This design comes from an exercise in tuning for small area and few clock cycles on the open sky130 flow, not from production work. Function was checked by simulation only, so behaviour that the tests miss may differ from the original. Power is estimated from default activity; no workload was simulated.

==> flow/flow/run.sh <==
#!/bin/bash
# The standard layout, with each port buffered by the smallest buffer
# instead of the delay buffer buffer_ports picks by default.
set -euo pipefail
bash standard.sh BUFFER_PORTS_ARGS="-buffer_cell sky130_fd_sc_hd__buf_1" finish > flow_make.log 2>&1
==> flow/standard.sh <==
#!/bin/bash
# synth_recipe.tcl (not shown) runs the flow's synth.tcl, then flattens the netlist and writes it again
# the make line also repeats each setting of config.mk as NAME=value (left out here)
make -C /OpenROAD-flow-scripts/flow DESIGN_CONFIG=/design/flow/config.mk WORK_HOME=/design/flow/orfs CLKGATE_MAP_FILE= SYNTH_SCRIPT=/design/flow/synth_recipe.tcl "${@:-finish}"
==> flow/config.mk <==
export PLATFORM = sky130hd
export DESIGN_NAME = bq24195_csr_engine
export DESIGN_NICKNAME = bq24195_csr_engine
export VERILOG_FILES = /design/flow/design.v
export SDC_FILE = /design/flow/constraint.sdc
export NUM_CORES = 4
export LEC_CHECK = 0
export CAP_MARGIN = 20
export CORE_MARGIN = 2
export CORE_UTILIZATION = 40
export CTS_BUF_LIST = sky130_fd_sc_hd__clkbuf_4
export PLACE_DENSITY = 0.6
export SLEW_MARGIN = 20
==> flow/constraint.sdc <==
create_clock -name core_clock -period 5.0 [get_ports {clk}]
set_input_delay 1.0000 -clock core_clock [delete_from_list [all_inputs] [get_ports {clk}]]
set_output_delay 1.0000 -clock core_clock [all_outputs]
set_load 0.01 [all_outputs]
==> flow/design.v <==
module bq_cmd_decode (
    input  wire [15:0] cmd,
    output reg         legal,
    output wire [4:0]  rsel
);
    wire [3:0] op     = cmd[15:12];
    wire [3:0] regsel = cmd[11:8];
    wire [3:0] fld    = cmd[7:4];
    wire [3:0] rsv    = cmd[3:0];
    wire r0 = (regsel == 4'h0);
    wire r1 = (regsel == 4'h1);
    wire r7 = (regsel == 4'h7);
    wire r8 = (regsel == 4'h8);
    wire r9 = (regsel == 4'h9);
    assign rsel = {r9, r8, r7, r1, r0};
    wire is_writable = r0 | r1 | r7;
    wire is_readonly = r8 | r9;
    wire is_modelled = is_writable | is_readonly;
    wire f0          = (fld == 4'h0);
    wire get_fld     = (r0 & (fld < 4'd3)) | ((r1 | r7) & (fld < 4'd2)) |
                       (r8 & (fld < 4'd6)) | (r9 & (fld < 4'd4));
    wire set_fld     = (r0 & (fld < 4'd3)) | ((r1 | r7) & (fld < 4'd2));
    always @(*) begin
        legal = 1'b0;
        if (rsv == 4'h0) begin
            case (op)
                4'h1:    legal = is_modelled & f0;
                4'h2:    legal = is_writable & f0;
                4'h3:    legal = is_modelled & f0;
                4'h4:    legal = get_fld;
                4'h5:    legal = set_fld;
                4'h6:    legal = is_writable & f0;
                4'h7:    legal = is_readonly & f0;
                4'h8:    legal = r0 & f0;
                default: legal = 1'b0;
            endcase
        end
    end
endmodule
module bq_field_codec (
    input  wire [3:0] regsel,
    input  wire [3:0] fld,
    input  wire [7:0] h_isc,
    input  wire [7:0] h_poc,
    input  wire [7:0] h_moc,
    input  wire [7:0] h_ss,
    input  wire [7:0] h_flt,
    input  wire [7:0] din,
    output reg  [7:0] get_val,
    output reg        set_ok,
    output reg  [7:0] set_isc,
    output reg  [7:0] set_poc,
    output reg  [7:0] set_moc
);
    always @(*) begin
        get_val = 8'h00;
        case ({regsel, fld})
            8'h00: get_val = {7'b0, h_isc[7]};
            8'h01: get_val = {4'b0, h_isc[6:3]};
            8'h02: get_val = {5'b0, h_isc[2:0]};
            8'h10: get_val = (h_poc[5:4] == 2'b11) ? 8'h02 : {6'b0, h_poc[5:4]};
            8'h11: get_val = {5'b0, h_poc[3:1]};
            8'h70: get_val = {7'b0, h_moc[1]};
            8'h71: get_val = {7'b0, h_moc[0]};
            8'h80: get_val = {6'b0, h_ss[7:6]};
            8'h81: get_val = {6'b0, h_ss[5:4]};
            8'h82: get_val = {7'b0, h_ss[3]};
            8'h83: get_val = {7'b0, h_ss[2]};
            8'h84: get_val = {7'b0, h_ss[1]};
            8'h85: get_val = {7'b0, h_ss[0]};
            8'h90: get_val = {7'b0, h_flt[7]};
            8'h91: get_val = {6'b0, h_flt[5:4]};
            8'h92: get_val = {7'b0, h_flt[3]};
            8'h93: case (h_flt[2:0])
                       3'b000:  get_val = 8'h00;
                       3'b101:  get_val = 8'h05;
                       3'b110:  get_val = 8'h06;
                       default: get_val = 8'h07;
                   endcase
            default: ;
        endcase
    end
    always @(*) begin
        set_ok = 1'b0;
        case ({regsel, fld})
            8'h00: set_ok = (din <= 8'd1);
            8'h01: set_ok = (din <= 8'd15);
            8'h02: set_ok = (din <= 8'd7);
            8'h10: set_ok = (din <= 8'd2);
            8'h11: set_ok = (din <= 8'd7);
            8'h70: set_ok = (din <= 8'd1);
            8'h71: set_ok = (din <= 8'd1);
            default: ;
        endcase
    end
    always @(*) begin
        set_isc = h_isc;
        set_poc = h_poc;
        set_moc = h_moc;
        case (fld)
            4'h0: begin
                set_isc[7]   = din[0];
                set_poc[5:4] = din[1:0];
                set_moc[1]   = din[0];
            end
            4'h1: begin
                set_isc[6:3] = din[3:0];
                set_poc[3:1] = din[2:0];
                set_moc[0]   = din[0];
            end
            default: begin
                set_isc[2:0] = din[2:0];
            end
        endcase
    end
endmodule
module bq_addr_info (
    input  wire [7:0] addr,
    output wire [7:0] info
);
    wire valid    = (addr <= 8'h0A);
    wire writable = (addr <= 8'h07);
    wire modelled = (addr == 8'h00) || (addr == 8'h01) || (addr == 8'h07) ||
                    (addr == 8'h08) || (addr == 8'h09);
    assign info = valid ? {1'b1, writable, modelled, 1'b0, addr[3:0]} : 8'h00;
endmodule
module bq24195_csr_engine (
    input  wire        clk,
    input  wire        rst,
    input  wire        cmd_valid,
    output wire        cmd_ready,
    input  wire [15:0] cmd,
    input  wire [7:0]  din,
    output reg         rsp_valid,
    output reg  [7:0]  dout,
    output reg  [2:0]  status,
    output wire        buserr_valid,
    output reg  [7:0]  buserr,
    output reg         bus_req,
    output wire        bus_rd,
    output wire [7:0]  bus_addr,
    output wire [7:0]  bus_wdata,
    input  wire        bus_ack,
    input  wire        bus_err,
    input  wire [7:0]  bus_rdata,
    input  wire [7:0]  bus_err_code
);
    localparam ST_OK            = 3'd0;
    localparam ST_ILLEGAL_OP    = 3'd1;
    localparam ST_ILLEGAL_VALUE = 3'd2;
    localparam ST_NO_VALUE      = 3'd3;
    localparam ST_TRANSPORT     = 3'd4;
    reg [7:0] h_isc, h_poc, h_moc, h_ss, h_flt;
    reg [4:0] v;             
    reg       ba3, ba2, ba0;
    assign cmd_ready    = ~bus_req;
    assign buserr_valid = status[2];
    assign bus_rd       = ba3;
    assign bus_addr     = {4'h0, ba3, ba2, ba2, ba0};
    assign bus_wdata    = ba2 ? h_moc : (ba0 ? h_poc : h_isc);
    wire [3:0] op     = cmd[15:12];
    wire [3:0] regsel = cmd[11:8];
    wire [3:0] fld    = cmd[7:4];
    wire legal;
    wire [4:0] rsel;         
    bq_cmd_decode u_dec (
        .cmd    (cmd),
        .legal  (legal),
        .rsel   (rsel)
    );
    wire [7:0] h_sel = ({8{rsel[0]}} & h_isc) | ({8{rsel[1]}} & h_poc) |
                       ({8{rsel[2]}} & h_moc) | ({8{rsel[3]}} & h_ss)  |
                       ({8{rsel[4]}} & h_flt);
    wire       v_sel = |(rsel & v);
    wire [7:0] get_val;
    wire       set_ok;
    wire [7:0] set_isc, set_poc, set_moc;
    bq_field_codec u_codec (
        .regsel  (regsel),
        .fld     (fld),
        .h_isc   (h_isc),
        .h_poc   (h_poc),
        .h_moc   (h_moc),
        .h_ss    (h_ss),
        .h_flt   (h_flt),
        .din     (din),
        .get_val (get_val),
        .set_ok  (set_ok),
        .set_isc (set_isc),
        .set_poc (set_poc),
        .set_moc (set_moc)
    );
    wire [7:0] addr_info;
    bq_addr_info u_ai (
        .addr (din),
        .info (addr_info)
    );
    wire op_load  = (op == 4'h1);
    wire op_def   = (op == 4'h2);
    wire op_raw   = (op == 4'h3);
    wire op_get   = (op == 4'h4);
    wire op_set   = (op == 4'h5);
    wire op_write = (op == 4'h6);
    wire op_read  = (op == 4'h7);
    wire op_ai    = (op == 4'h8);
    reg [2:0] ex_status;
    reg       ex_bus;
    reg       ex_dout_we;
    reg [7:0] ex_dout;
    reg       ex_h_load, ex_h_def, ex_h_set;
    always @(*) begin
        ex_status  = ST_OK;
        ex_bus     = 1'b0;
        ex_dout_we = 1'b0;
        ex_dout    = 8'h00;
        ex_h_load  = 1'b0;
        ex_h_def   = 1'b0;
        ex_h_set   = 1'b0;
        if (!legal) begin
            ex_status = ST_ILLEGAL_OP;
        end else if (op_load) begin
            ex_h_load = 1'b1;
        end else if (op_def) begin
            ex_h_def = 1'b1;
        end else if (op_raw) begin
            if (!v_sel) ex_status = ST_NO_VALUE;
            else begin ex_dout_we = 1'b1; ex_dout = h_sel; end
        end else if (op_get) begin
            if (!v_sel) ex_status = ST_NO_VALUE;
            else begin ex_dout_we = 1'b1; ex_dout = get_val; end
        end else if (op_set) begin
            if (!set_ok) ex_status = ST_ILLEGAL_VALUE;
            else if (!v_sel) ex_status = ST_NO_VALUE;
            else ex_h_set = 1'b1;
        end else if (op_write) begin
            if (!v_sel) ex_status = ST_NO_VALUE;
            else ex_bus = 1'b1;
        end else if (op_read) begin
            ex_bus = 1'b1;
        end else begin
            ex_dout_we = 1'b1;
            ex_dout    = addr_info;
        end
    end
    wire acc     = cmd_valid & ~bus_req;
    wire ack     = bus_req & bus_ack;
    wire rd_ok   = ack & ~bus_err & ba3;
    always @(posedge clk) begin
        if (rst) begin
            rsp_valid <= 1'b0;
            bus_req   <= 1'b0;
            dout      <= 8'h00;
            status    <= ST_OK;
            buserr    <= 8'h00;
            v         <= 5'b00000;
        end else begin
            rsp_valid <= (acc & ~ex_bus) | ack;
            if (acc & ex_bus)
                bus_req <= 1'b1;
            else if (ack)
                bus_req <= 1'b0;
            if (acc & ~ex_bus) begin
                status <= ex_status;
                buserr <= 8'h00;
                if (ex_dout_we)
                    dout <= ex_dout;
                if (ex_h_load | ex_h_def)
                    v <= v | rsel;
            end else if (ack) begin
                status <= bus_err ? ST_TRANSPORT : ST_OK;
                buserr <= bus_err ? bus_err_code : 8'h00;
                if (rd_ok) begin
                    dout <= bus_rdata;
                    v    <= v | {ba0, ~ba0, 3'b000};
                end
            end
        end
    end
    always @(posedge clk) begin
        if (~bus_req) begin
            ba3 <= cmd[11];
            ba2 <= cmd[10];
            ba0 <= cmd[8];
        end
    end
    wire acc_ld  = acc & ex_h_load;
    wire acc_def = acc & ex_h_def;
    wire acc_set = acc & ex_h_set;
    always @(posedge clk) begin
        if (rsel[0] & acc_ld)  h_isc <= din;
        if (rsel[0] & acc_def) h_isc <= 8'h30;
        if (rsel[0] & acc_set) h_isc <= set_isc;
        if (rsel[1] & acc_ld)  h_poc <= din;
        if (rsel[1] & acc_def) h_poc <= 8'h1B;
        if (rsel[1] & acc_set) h_poc <= set_poc;
        if (rsel[2] & acc_ld)  h_moc <= din;
        if (rsel[2] & acc_def) h_moc <= 8'h0B;
        if (rsel[2] & acc_set) h_moc <= set_moc;
        if ((rsel[3] & acc_ld) | (rd_ok & ~ba0)) h_ss  <= acc ? din : bus_rdata;
        if ((rsel[4] & acc_ld) | (rd_ok &  ba0)) h_flt <= acc ? din : bus_rdata;
    end
endmodule
==> results.sh, run 1 <==
export IMPL_io_pins=85
export IMPL_vias=4272
export IMPL_synth_seq_cells=69
export IMPL_drt_wl_total_um=14900
export IMPL_crit_path_start="cmd[11]"
export IMPL_crit_arrival_ns=3.80
export IMPL_die_area_mm2=0.0122
export IMPL_die_w_um=111
export IMPL_core_region_area_mm2=0.0109
export IMPL_final_common_cell="buf_1"
export IMPL_cap_violations=0
export IMPL_antenna_found_initial=0
export IMPL_viasPerCell=6.05
export IMPL_worstMarginPinSlew_ns=1.02
export IMPL_regToRegStartpoint="bus_req$_SDFFE_PP0P_"
export IMPL_timing_slew_headroom_pct=32.0
export IMPL_synth_edf_count=43
export IMPL_holdPathStages=2
export IMPL_cts_setup_buffers=0
export IMPL_netlist_area_mm2=0.00454
export IMPL_gr_total_overflow=0
export IMPL_power_mw=1.13
export IMPL_antennaDiodeCount=0
export IMPL_initial_core_util_pct=41.5
export IMPL_clock_skew_final_ns=0.0136
export IMPL_ir_drop_v=0.000235
export IMPL_cts_tree="built"
export IMPL_clk_pin_slew_ns=0.11
export IMPL_cts_inserted_buffers=9
export IMPL_period_needed_ns=3.71
export IMPL_cts_path_max_buffers=2
export IMPL_die_h_um=111
export IMPL_yosys_area_top_type="edfxtp_1"
export IMPL_fmax_mhz=270
export IMPL_hold_violations=0
export IMPL_clock_latency_ns=0.44
export IMPL_design_area_mm2=0.00502
export IMPL_avgSynthCellArea_um2=9.10
export IMPL_critical_path_peak_fanout=16
export IMPL_r2r_cells=8
export IMPL_syn2layout_area_growth_pct=10.6
export IMPL_total_leakage_power_nw=1.66
export IMPL_synth_cell_types=83
export IMPL_htreeDepth=3
export IMPL_row_count=38
export IMPL_synth_top_area_share_pct=28.4
export IMPL_worstSetupEndpointType="flip-flop"
export IMPL_clock_sinks=69
export IMPL_layout_drive_gt1_share_pct=13.8
export IMPL_ctsResizeCount=0
export IMPL_root_buffer="clkbuf_4"
export IMPL_ant_nets=0
export IMPL_gp_congestion=0.944
export IMPL_rsz0062_at_grt="false"
export IMPL_yosys_warnings=3
export IMPL_cts_hold_buf=0
export IMPL_drc=0
export IMPL_setup_tns_final_ns=0
export IMPL_wl_per_cell_um=21.0
export IMPL_grt_max_degree=23
export IMPL_hold_class="flip-flop to flip-flop"
export IMPL_critical_path_startpoint_type="input port"
export IMPL_asyncSetResetFlopFracSynth_pct=0
export IMPL_finalSetupViolations=0
export IMPL_hp_start="buserr[7]$_SDFFE_PP0P_"
export IMPL_grt_pass1_vias=3982
export IMPL_num_nets_final=606
export IMPL_seq_area_frac_synth_pct=39.9
export IMPL_drt_pass1_iterations=5
export IMPL_synth_cells=499
export IMPL_criticalPathCategory="input port to flip-flop"
export IMPL_dp_final_hpwl_um=11400
export IMPL_drtIter0Drc=615
export IMPL_post_route_period_util_pct=74.1
export IMPL_io_buffers=80
export IMPL_placed_area_mm2=0.00488
export IMPL_status="finished clean"
export IMPL_grt_use_total_pct=24.5
export IMPL_finalMaxSlewViolations=0
export IMPL_p_per_area_mw_per_mm2=225
export IMPL_synth_top_cells_by_area="edfxtp_1, dfxtp_1, nand2_1, o21ai_0, a21oi_1"
export IMPL_mostFrequentLayoutCells="buf_1, nand2_1, edfxtp_1"
export IMPL_yosys_most_used_dff="edfxtp_1"
export IMPL_crit_required_ns=5.09
export IMPL_grt_first_pass_wirelength_um=23200
cells by family after synthesis:
kind of cell / count (synthesis) / synth area share [%]
mux: 19 / 4.49
simple gates: 192 / 23.7
flops: 69 / 39.9
other cells: 1 / 0.0826
buf+inv: 65 / 6.94
xor+xnor: 2 / 0.386
compound gates: 151 / 24.5
per-stage QoR:
step | worst slack [ns] | hold WS, ns | utilization, % | instances
final | 1.29 | 0.462 | 45.9 | 706
after global routing | 1.03 | 0.490 | 45.9 | 706
after CTS | 1.32 | 0.462 | 45.9 | 706
after detailed placement | 0.877 | 0.448 | 44.6 | 690
after global placement | 0.982 | 0.439 | 44.6 | 690
after floorplan | 1.60 | 0.431 | - | 502
cell type report:
cell class	instances	area, µm²
clock buffers	10	75.1
clock inverters	6	65.1
fillers	1089	5910
inverters	21	78.8
multi-input cells	368	2420
flip-flops and latches	69	1810
well taps	140	175
repair buffers	92	390
worst max-delay path, stage by stage:
cell and delay [ns]:
buf_1 0.47, nor4b_2 0.64, nand3_1 0.38, nor3_1 0.36, a31o_2 0.28, nand2_1 0.20
nor2_1 0.46
synth_stat cells, drive strengths merged (10+ instances only):
cell type	n
a221oi	10
o21ai	33
clkbuf	21
nand3	25
dfxtp	26
edfxtp	43
inv	21
nor2	32
a21oi	31
mux2	11
buf	23
a31oi	11
nand2	59
registers in the layout (all words and copies together) (netlist names):
signal and cells:
buserr 8, dout 8, h_flt 8, h_isc 8, h_moc 8, h_poc 8, h_ss 8, v 5
status 3, ba0 1, ba2 1, ba3 1, bus_req 1, rsp_valid 1
metal layers:
metal | vias to the layer above | part of all wire (%) | track usage, %
li1 | 1995 | - | -
met1 | 1965 | 43 | 34.3
met2 | 272 | 44 | 36.6
met3 | 40 | 10 | 5.60
met4 | 0 | 3.0 | 10.1
met5 | - | 0 | 0
power breakdown:
part           total (mW)  internal [mW]  switching, mW
clock network       0.376          0.158          0.218
registers           0.611          0.606        0.00510
logic               0.141         0.0480         0.0933
worst paths after layout:
kind | end | slack (ns)
worst max-delay path | h_moc[4]$_SDFFCE_PP0P_ | 1.29
worst min-delay path | buserr[7]$_SDFFE_PP0P_ | 0.46
worst max register to register | h_isc[6]$_DFFE_PP_ | 2.30
worst min register to register | buserr[7]$_SDFFE_PP0P_ | 0.46
Testbench counts, summed over its fixed seeds: cycles 8,716.
==> inputs of run 2 (changes only) <==
==> flow/run.sh (new file) <==
#!/bin/bash
# synth_recipe.tcl (not shown) runs the flow's synth.tcl, then flattens the netlist and writes it again
# the make line also repeats each setting of config.mk as NAME=value (left out here)
make -C /OpenROAD-flow-scripts/flow DESIGN_CONFIG=/design/flow/config.mk WORK_HOME=/design/flow/orfs CLKGATE_MAP_FILE= SYNTH_SCRIPT=/design/flow/synth_recipe.tcl finish
--- a/flow/config.mk
+++ b/flow/config.mk
@@ -8,6 +8,5 @@
 export CAP_MARGIN = 20
 export CORE_MARGIN = 2
 export CORE_UTILIZATION = 40
-export CTS_BUF_LIST = sky130_fd_sc_hd__clkbuf_4
 export PLACE_DENSITY = 0.6
 export SLEW_MARGIN = 20
removed: flow/flow/run.sh
removed: flow/standard.sh
==> results.sh, run 2 <==
export IMPL_p_per_area_mw_per_mm2=252
export IMPL_drtIter0Drc=604
export IMPL_seq_area_frac_synth_pct=39.9
export IMPL_mostFrequentLayoutCells="clkdlybuf4s50_1, nand2_1, edfxtp_1"
export IMPL_top_layer_used="met4"
export IMPL_yosys_area_top_type="edfxtp_1"
export IMPL_final_common_cell="clkdlybuf4s50_1"
export IMPL_die_h_um=111
export IMPL_fin_cells=712
export IMPL_htreeDepth=3
export IMPL_avgSynthCellArea_um2=9.10
export IMPL_status="finished clean"
export IMPL_syn2layout_area_growth_pct=26.4
export IMPL_hold_class="flip-flop to flip-flop"
export IMPL_gr_total_overflow=0
export IMPL_r2r_end="dout[0]$_SDFFE_PP0P_"
export IMPL_yosysMostFrequentCell="nand2_1"
export IMPL_crit_arrival_ns=3.94
export IMPL_synth_top_area_share_pct=28.4
export IMPL_critical_path_peak_fanout=20
export IMPL_total_leakage_power_nw=1.96
export IMPL_netlist_area_mm2=0.00454
export IMPL_r2r_cells=7
export IMPL_clk_pin_slew_ns=0.06
export IMPL_cts_setup_buffers=0
export IMPL_criticalPathCategory="input port to flip-flop"
export IMPL_dr_wl_met3_um=1680
export IMPL_cts_hold_buf=0
export IMPL_critical_path_startpoint_type="input port"
export IMPL_root_buffer="clkbuf_16"
export IMPL_clock_latency_ns=0.33
export IMPL_placed_cells=696
export IMPL_period_needed_ns=3.94
export IMPL_post_route_period_util_pct=78.8
export IMPL_synth_cells=499
export IMPL_wl_per_cell_um=22.3
export IMPL_ir_drop_v=0.000185
export IMPL_drt_pass1_iterations=5
export IMPL_yosys_warnings=3
export IMPL_die_w_um=111
export IMPL_design_area_mm2=0.00574
export IMPL_setup_tns_final_ns=0
export IMPL_clock_skew_final_ns=0.00864
export IMPL_power_mw=1.45
export IMPL_initial_core_util_pct=41.5
export IMPL_met1Wirelength_um=6740
export IMPL_finalMaxSlewViolations=0
export IMPL_synth_commonest_cells="nand2_1, edfxtp_1, o21ai_0, a21oi_1, nor2_1"
export IMPL_grt_max_degree=21
export IMPL_clock_sinks=69
export IMPL_antenna_found_initial=0
export IMPL_synth_edf_count=43
export IMPL_io_buffers=80
export IMPL_holdPathStages=2
export IMPL_grt_first_pass_wirelength_um=24000
export IMPL_io_pins=85
export IMPL_ctsResizeCount=0
export IMPL_rsz0062_at_grt="false"
export IMPL_timing_slew_headroom_pct=42.4
export IMPL_core_region_area_mm2=0.0109
export IMPL_hold_path_end="buserr[4]$_SDFFE_PP0P_"
export IMPL_layout_drive_gt1_share_pct=14.5
export IMPL_finalSetupViolations=0
export IMPL_vias=4381
export IMPL_grt_pass1_vias=4071
export IMPL_antennaDiodeCount=0
export IMPL_gp_congestion=1.04
export IMPL_viasPerCell=6.15
export IMPL_grt_use_total_pct=25.3
export IMPL_crit_required_ns=5.00
export IMPL_asyncSetResetFlopFracSynth_pct=0
export IMPL_die_area_mm2=0.0122
export IMPL_drc=0
export IMPL_fin_hold_ws_ns=0.453
export IMPL_drt_wl_total_um=15900
export IMPL_synth_cell_types=83
export IMPL_dp_final_hpwl_um=12200
export IMPL_cap_violations=0
export IMPL_num_nets_final=612
export IMPL_regToRegStartpoint="h_isc[7]$_DFFE_PP_"
export IMPL_synth_top_cells_by_area="edfxtp_1, dfxtp_1, nand2_1, o21ai_0, a21oi_1"
export IMPL_fmax_mhz=254
export IMPL_route_met2_wl_um=7080
export IMPL_hp_start="buserr[4]$_SDFFE_PP0P_"
export IMPL_worstMarginPinSlew_ns=0.862
export IMPL_hold_violations=0
export IMPL_row_count=38
export IMPL_cts_path_max_buffers=2
export IMPL_regToRegSetupSlack_ns=2.53
export IMPL_cts_inserted_buffers=9
export IMPL_synth_seq_cells=69
export IMPL_cts_tree="built"
export IMPL_ant_nets=0
export IMPL_yosys_most_used_dff="edfxtp_1"
export IMPL_worstSetupEndpointType="flip-flop"
export IMPL_placed_area_mm2=0.00544
==> run 2: where the power goes <==
part	switching (mW)	internal (mW)	total, mW	leakage, nW
Clock	0.266	0.392	0.658	0.141
Sequential	0.00581	0.607	0.613	0.601
Combinational	0.0966	0.0814	0.178	1.22
==> run 2: metrics by stage <==
step / util, % / setup WS, ns
after global placement: 49.7 / 0.885
after CTS: 52.5 / 1.14
after global routing: 52.5 / 0.830
after floorplan: - / 1.60
after detailed placement: 49.7 / 0.791
final: 52.5 / 1.06
==> run 2: cell families after synthesis <==
logic type	after synthesis	share of synthesized area [%]
xor gates and xnor gates	2	0.386
DFF	69	39.9
other	1	0.0826
and+or+nand+nor	192	23.7
AOI/OAI and AO/OA	151	24.5
buffers and inverters	65	6.94
muxes	19	4.49
==> run 2: final cells by class <==
type                       count  area [µm²]
fill                        1023        5200
multi-input combinational    368        2420
timing repair buffer          98         948
clock inverter                 6        71.3
inverter                      21        78.8
tap                          140         175
sequential                    69        1810
clock buffer                  10         229
==> run 2: how the worst max path moves through the flow <==
stage                             endpoint  slack (ns)     from  cells past startpoint
finish                  h_isc[0]$_DFFE_PP_        1.06   cmd[8]                      9
global route            h_isc[2]$_DFFE_PP_        0.83  cmd[13]                      8
CTS                     h_isc[0]$_DFFE_PP_        1.14   cmd[8]                      9
detailed placement      h_isc[0]$_DFFE_PP_        0.79   cmd[8]                      9
global placement        h_isc[1]$_DFFE_PP_        0.89   cmd[8]                      9
floorplan           h_moc[2]$_SDFFCE_PP0P_        1.60   cmd[8]                     10
==> run 2: metal layers <==
layer	global-route usage, %	vias to the layer above
li1	-	2011
met1	35.4	2061
met2	38.6	280
met3	5.98	29
met4	8.25	0
met5	0	-
==> run 2: critical path, cell delays in order <==
cell,delay [ns]
clkdlybuf4s50_1,0.64
buf_4,0.22
and4bb_2,0.37
a2bb2oi_1,0.10
a211o_1,0.38
o21ai_2,0.12
a31o_2,0.45
nand2_1,0.27
a21oi_1,0.37

re-timing with driven ports:
No port has a modelled driver above. Below, the same layouts with a new extraction and two added sets of constraints. Step 1 sets driving cells, clkbuf_16 on the clock port and buf_2 on the other inputs (assumed; they add their load-dependent delay and slew). Step 2 moves the port delays by t, midway between the first and last clock arrival at a register: inputs arrive t later, outputs are due t later. That takes back most of the time a late clock gives input paths. a / b / c = ideal ports / drivers / drivers and shift; a / b = the first two.
run | shift t [ns] | setup slack, ns | latest minus earliest clock arrival (ns) | worst data-port slew with drivers (ns)
run 1 | 0.463 | 1.294 / 1.301 / 0.838 | 0.014 / 0.014 | 0.03
run 2 | 0.366 | 1.061 / 1.078 / 0.712 | 0.009 / 0.010 | 0.04
After both steps setup and hold are still met in every run listed. The setup slack of run 1, which loses most, moves by +0.007 ns with the drivers and by -0.456 ns with both steps.
